From an optimization exercise on the open Yosys and OpenROAD flow, aimed at small area; shortcuts taken in it are not production practice. In this exercise RTL edits were held to simulation tests only and were not proved equivalent to the original. Power figures rest on the tool's default switching activity, not on a simulated workload.

Design zec, start of the top module:
module zec (
    input  wire        clk,
    input  wire        rst,
    input  wire        t_valid,
    input  wire [39:0] t_cmd,
    output wire        t_ready,
    output reg         t_rsp_valid,
    output wire [39:0] t_rsp,
    input  wire        h_valid,
    input  wire [39:0] h_cmd,
    output wire        h_ready,
    output reg         h_rsp_valid,
    output wire [39:0] h_rsp,
    output reg         hnote
);
Size in the first run: about 22,000 sq um of cells after synthesis.
clock: 13.0 ns
lec_check: 0
cap_margin: 20
core_margin: 2
core_utilization: 40
cts_buf_list: sky130_fd_sc_hd__clkbuf_8
slew_margin: 20
run.sh (not shown) runs the stock make flow with config.mk's settings and CLKGATE_MAP_FILE= SYNTH_SCRIPT=/design/flow/synth_recipe.tcl, a recipe that flattens the netlist after the stock synthesis.
The baseline completed without violations.
Change:
CTS_BUF_LIST = default   (was sky130_fd_sc_hd__clkbuf_8)
Effect: The new run finished with timing, DRC and antenna clean. Setup slack gains 38 ps. Sequential power stays flat. Register-to-register slack stays flat. Die area is unchanged. Utilization goes up by 0.20 points. Hold slack is about the same.


Setup of job 3075:
Another version of the RTL of zec (not shown whole).
Size: about 2000 cells after synthesis, ~380 flip-flops.
Settings: LEC_CHECK=0, CAP_MARGIN=0, CORE_MARGIN=2, CORE_UTILIZATION=60, SLEW_MARGIN=0; clock period 13.0 ns.
standard.sh (not shown) runs the stock make flow with config.mk's settings and CLKGATE_MAP_FILE= SYNTH_SCRIPT=/design/flow/synth_recipe.tcl, a recipe that flattens the netlist after the stock synthesis.
==> flow/flow/run.sh <==
#!/bin/bash
# Layout flow: the standard flow (standard synthesis unchanged), with
# smaller port buffers and a clock tree of fewer, larger sink clusters
# without dummy loads.
set -euo pipefail
export BUFFER_PORTS_ARGS="-buffer_cell sky130_fd_sc_hd__buf_1"
export CTS_ARGS="-sink_clustering_enable -repair_clock_nets -dont_use_dummy_load -buf_list sky130_fd_sc_hd__clkbuf_8 -sink_clustering_size 12 -sink_clustering_max_diameter 80"
bash standard.sh finish > standard.log 2>&1
Job 3075 completed end to end with timing, DRC and antenna clean.
## Diff of input files: job 1616 against job 3075
Settings: a change of CAP_MARGIN from 0 to 20; a change of CORE_UTILIZATION from 60 to 40; a change of SLEW_MARGIN from 0 to 20.
==> flow/flow/run.sh <==
#!/bin/bash
# Layout flow: the standard flow (standard synthesis unchanged), with
# smaller port buffers and a clock tree of smaller buffers without dummy loads.
set -euo pipefail
export BUFFER_PORTS_ARGS="-buffer_cell sky130_fd_sc_hd__buf_1"
export CTS_ARGS="-sink_clustering_enable -repair_clock_nets -dont_use_dummy_load -buf_list sky130_fd_sc_hd__clkbuf_8"
bash standard.sh finish > standard.log 2>&1
Taking job 3075 as the reference point, the worst hold-check slack of job 1616 falls by 0.020 ns. Fmax: job 1616 higher than job 3075. Comparing the two runs side by side, job 1616 comes out behind job 3075 on cell area after layout. Die area (higher): job 1616. For the fraction of area in multi-input gates, job 1616 came in 1.4 points lower than job 3075 did.
## Diff of input files: job 3076 against job 1616
Settings: changing CORE_UTILIZATION from 40 to 60.
==> flow/flow/run.sh <==
#!/bin/bash
# Layout flow: the standard flow (standard synthesis unchanged), with
# smaller port buffers and a clock tree of smaller buffers without dummy loads.
set -euo pipefail
export BUFFER_PORTS_ARGS="-buffer_cell sky130_fd_sc_hd__buf_1"
export CTS_ARGS="-sink_clustering_enable -repair_clock_nets -dont_use_dummy_load -buf_list sky130_fd_sc_hd__clkbuf_4"
bash standard.sh finish > standard.log 2>&1
- Taking job 3076 as 1.0, job 1616 lands at 1.2 on die span in y.
- Total power in job 3076 vs job 1616: down 0.11 mW
- Compared job 1616 against job 3076; data required time at the worst endpoint within noise.
## Diff of input files: job 2393 against job 3076
Settings: SLEW_MARGIN changed from 20 to 0; CAP_MARGIN changed from 20 to 0.
==> flow/flow/run.sh <==
#!/bin/bash
# Layout flow: the standard flow (standard synthesis unchanged), with
# smaller port buffers and a clock tree of fewer, larger sink clusters
# without dummy loads.
set -euo pipefail
export BUFFER_PORTS_ARGS="-buffer_cell sky130_fd_sc_hd__buf_1"
export CTS_ARGS="-sink_clustering_enable -repair_clock_nets -dont_use_dummy_load -buf_list sky130_fd_sc_hd__clkbuf_16 -sink_clustering_size 22 -sink_clustering_max_diameter 100"
bash standard.sh finish > standard.log 2>&1
--- outcome ---
On switching part of the total: job 2393 sits below job 3076. Diff job 3076 -> job 2393: cell area lower, sequential share of layout area higher, part of the total power dissipated in the clock network lower, number of multi-input combinational cells roughly the same. Diff job 3076 -> job 2393 | power | down by a few percent. Register-to-register slack on job 2393 is up relative to job 3076. Critical path depth in job 2393 is 1 above job 3076.


Another version of the RTL of zec (not shown whole).
Size: about 2000 cells after synthesis, about 380 flip-flops, roughly 170 I/O pins.
==> flow/design.v (excerpt) <==
module zec (
    input  wire        clk,
    input  wire        rst,
    input  wire        t_valid,
    input  wire [39:0] t_cmd,
    output wire        t_ready,
    output reg         t_rsp_valid,
    output wire [39:0] t_rsp,
    input  wire        h_valid,
    input  wire [39:0] h_cmd,
    output wire        h_ready,
    output reg         h_rsp_valid,
    output wire [39:0] h_rsp,
    output reg         hnote
);
export LEC_CHECK = 0
export CAP_MARGIN = 0
export CORE_MARGIN = 2
export CORE_UTILIZATION = 60
export SLEW_MARGIN = 0
create_clock -name core_clock -period 13.0 [get_ports {clk}]
==> flow/flow/run.sh <==
#!/bin/bash
# Layout flow: the standard flow (standard synthesis unchanged), with
# smaller port buffers and a clock tree of fewer, larger sink clusters
# without dummy loads.
set -euo pipefail
export BUFFER_PORTS_ARGS="-buffer_cell sky130_fd_sc_hd__buf_1"
export CTS_ARGS="-sink_clustering_enable -repair_clock_nets -dont_use_dummy_load -buf_list sky130_fd_sc_hd__clkbuf_8 -sink_clustering_size 15 -sink_clustering_max_diameter 90"
bash standard.sh finish > standard.log 2>&1
==> next run, changes <==
==> flow/flow/run.sh (replaced) <==
#!/bin/bash
# Layout flow: the standard flow (standard synthesis unchanged), with
# smaller port buffers, a clock tree of fewer, larger sink clusters without
# dummy loads, and downsizing of gates with slack after global routing.
set -euo pipefail
export BUFFER_PORTS_ARGS="-buffer_cell sky130_fd_sc_hd__buf_1"
export CTS_ARGS="-sink_clustering_enable -repair_clock_nets -dont_use_dummy_load -buf_list sky130_fd_sc_hd__clkbuf_16 -sink_clustering_size 22 -sink_clustering_max_diameter 100"
export RECOVER_POWER=100

bash standard.sh finish MATCH_CELL_FOOTPRINT=0 > standard.log 2>&1
Effect:
- This time the run produced a layout that fails on capacitance limit, slew limit
- power came out higher by 4.9%
- worst setup slack is worse by 2.4 ns
- worst hold slack is better by 0.0055 ns
- routed wire length stays flat
- cell area hardly moves
- first-iteration DRC count rose by 11%
- combinational power hardly moves
- global-route usage came out lower by 0.12 points
- non-clock buffer count stays the same
==> next run, changes <==
==> flow/flow/run.sh (replaced) <==
#!/bin/bash
# Layout flow: the standard flow (standard synthesis unchanged), with
# smaller port buffers and a clock tree of fewer, larger sink clusters
# without dummy loads.
set -euo pipefail
export BUFFER_PORTS_ARGS="-buffer_cell sky130_fd_sc_hd__buf_1"
export CTS_ARGS="-sink_clustering_enable -repair_clock_nets -dont_use_dummy_load -buf_list sky130_fd_sc_hd__clkbuf_16 -sink_clustering_size 22 -sink_clustering_max_diameter 100"
bash standard.sh finish > standard.log 2>&1
After rerunning:
- The changed run completed without violations
- maximum frequency grows by 34%
- global-route usage is unchanged
- die area does not change
==> next run, changes <==
==> flow/flow/run.sh (replaced) <==
#!/bin/bash
# Layout flow: the standard flow with the standard synthesis unchanged;
# then the synthesis buffers are removed at floorplan (placement is not
# timing driven), ports get the smallest buffer, and the clock tree uses
# clkbuf_8 sink clusters without dummy loads.
set -euo pipefail
export BUFFER_PORTS_ARGS="-buffer_cell sky130_fd_sc_hd__buf_1"
export CTS_ARGS="-sink_clustering_enable -repair_clock_nets -dont_use_dummy_load -buf_list sky130_fd_sc_hd__clkbuf_8 -sink_clustering_size 15 -sink_clustering_max_diameter 90"
bash standard.sh synth > synth.log 2>&1
bash standard.sh finish REMOVE_ABC_BUFFERS=1 > standard.log 2>&1
- GPL_TIMING_DRIVEN: unset -> 0
The new run produced a layout that fails on capacitance limit, slew limit; fmax is lower by 5.7%; routed wire length is lower by 4.0%; total power is lower by 4.6%; worst setup slack is worse by 0.44 ns.

==> afterwards: timing with drivers on the ports <==
How much do the figures lean on ideal ports? The routed layouts below were timed once more, with nothing changed but the port constraints. Step 1 (the two cells are an assumption about what drives the block):
set clk [get_ports {clk}]
set_driving_cell -lib_cell sky130_fd_sc_hd__clkbuf_16 $clk
set_driving_cell -lib_cell sky130_fd_sc_hd__buf_2 [delete_from_list [all_inputs] $clk]
Step 2 times the ports against the registers' clock, not the clock port: input delays grow and output delays shrink by t, the midpoint of the rising clock arrivals with the driver on. a / b / c = ideal / step 1 / step 2; a / b = the first two.
| run | shift t [ns] | setup WS [ns] | clock arrival spread, ns | worst register clock-pin slew, ns | worst slew at a driven data input, ns |
|---|---|---|---|---|---|
| the first run of note 1 | 0.671 | 4.916 / 4.863 / 4.787 | 0.029 / 0.029 | 0.07 / 0.07 | 0.06 |
| the second run of note 1 | 0.612 | 4.955 / 4.902 / 4.783 | 0.028 / 0.028 | 0.06 / 0.06 | 0.06 |
| job 3075 | 0.637 | 5.717 / 5.666 / 5.661 | 0.084 / 0.083 | 0.09 / 0.09 | 0.04 |
| job 1616 | 0.658 | 5.897 / 5.843 / 5.495 | 0.061 / 0.060 | 0.06 / 0.06 | 0.05 |
| job 3076 | 0.825 | 5.571 / 5.522 / 5.543 | 0.100 / 0.099 | 0.07 / 0.07 | 0.04 |
| job 2393 | 0.590 | 5.736 / 5.686 / 5.573 | 0.053 / 0.054 | 0.10 / 0.10 | 0.04 |
| the first run of note 3 | 0.677 | 5.589 / 5.539 / 5.258 | 0.056 / 0.056 | 0.11 / 0.11 | 0.04 |
| the second run of note 3 | 0.581 | 3.153 / 3.102 / 3.683 | 0.032 / 0.032 | 0.10 / 0.10 | 0.04 |
| the third run of note 3 | 0.580 | 5.672 / 5.622 / 5.239 | 0.029 / 0.030 | 0.10 / 0.10 | 0.04 |
| the fourth run of note 3 | 0.654 | 5.233 / 5.257 / 4.603 | 0.107 / 0.107 | 0.11 / 0.11 | 0.04 |
The setup slack of the fourth run of note 3, which loses most, moves by +0.024 ns with the drivers and by -0.630 ns with both steps.
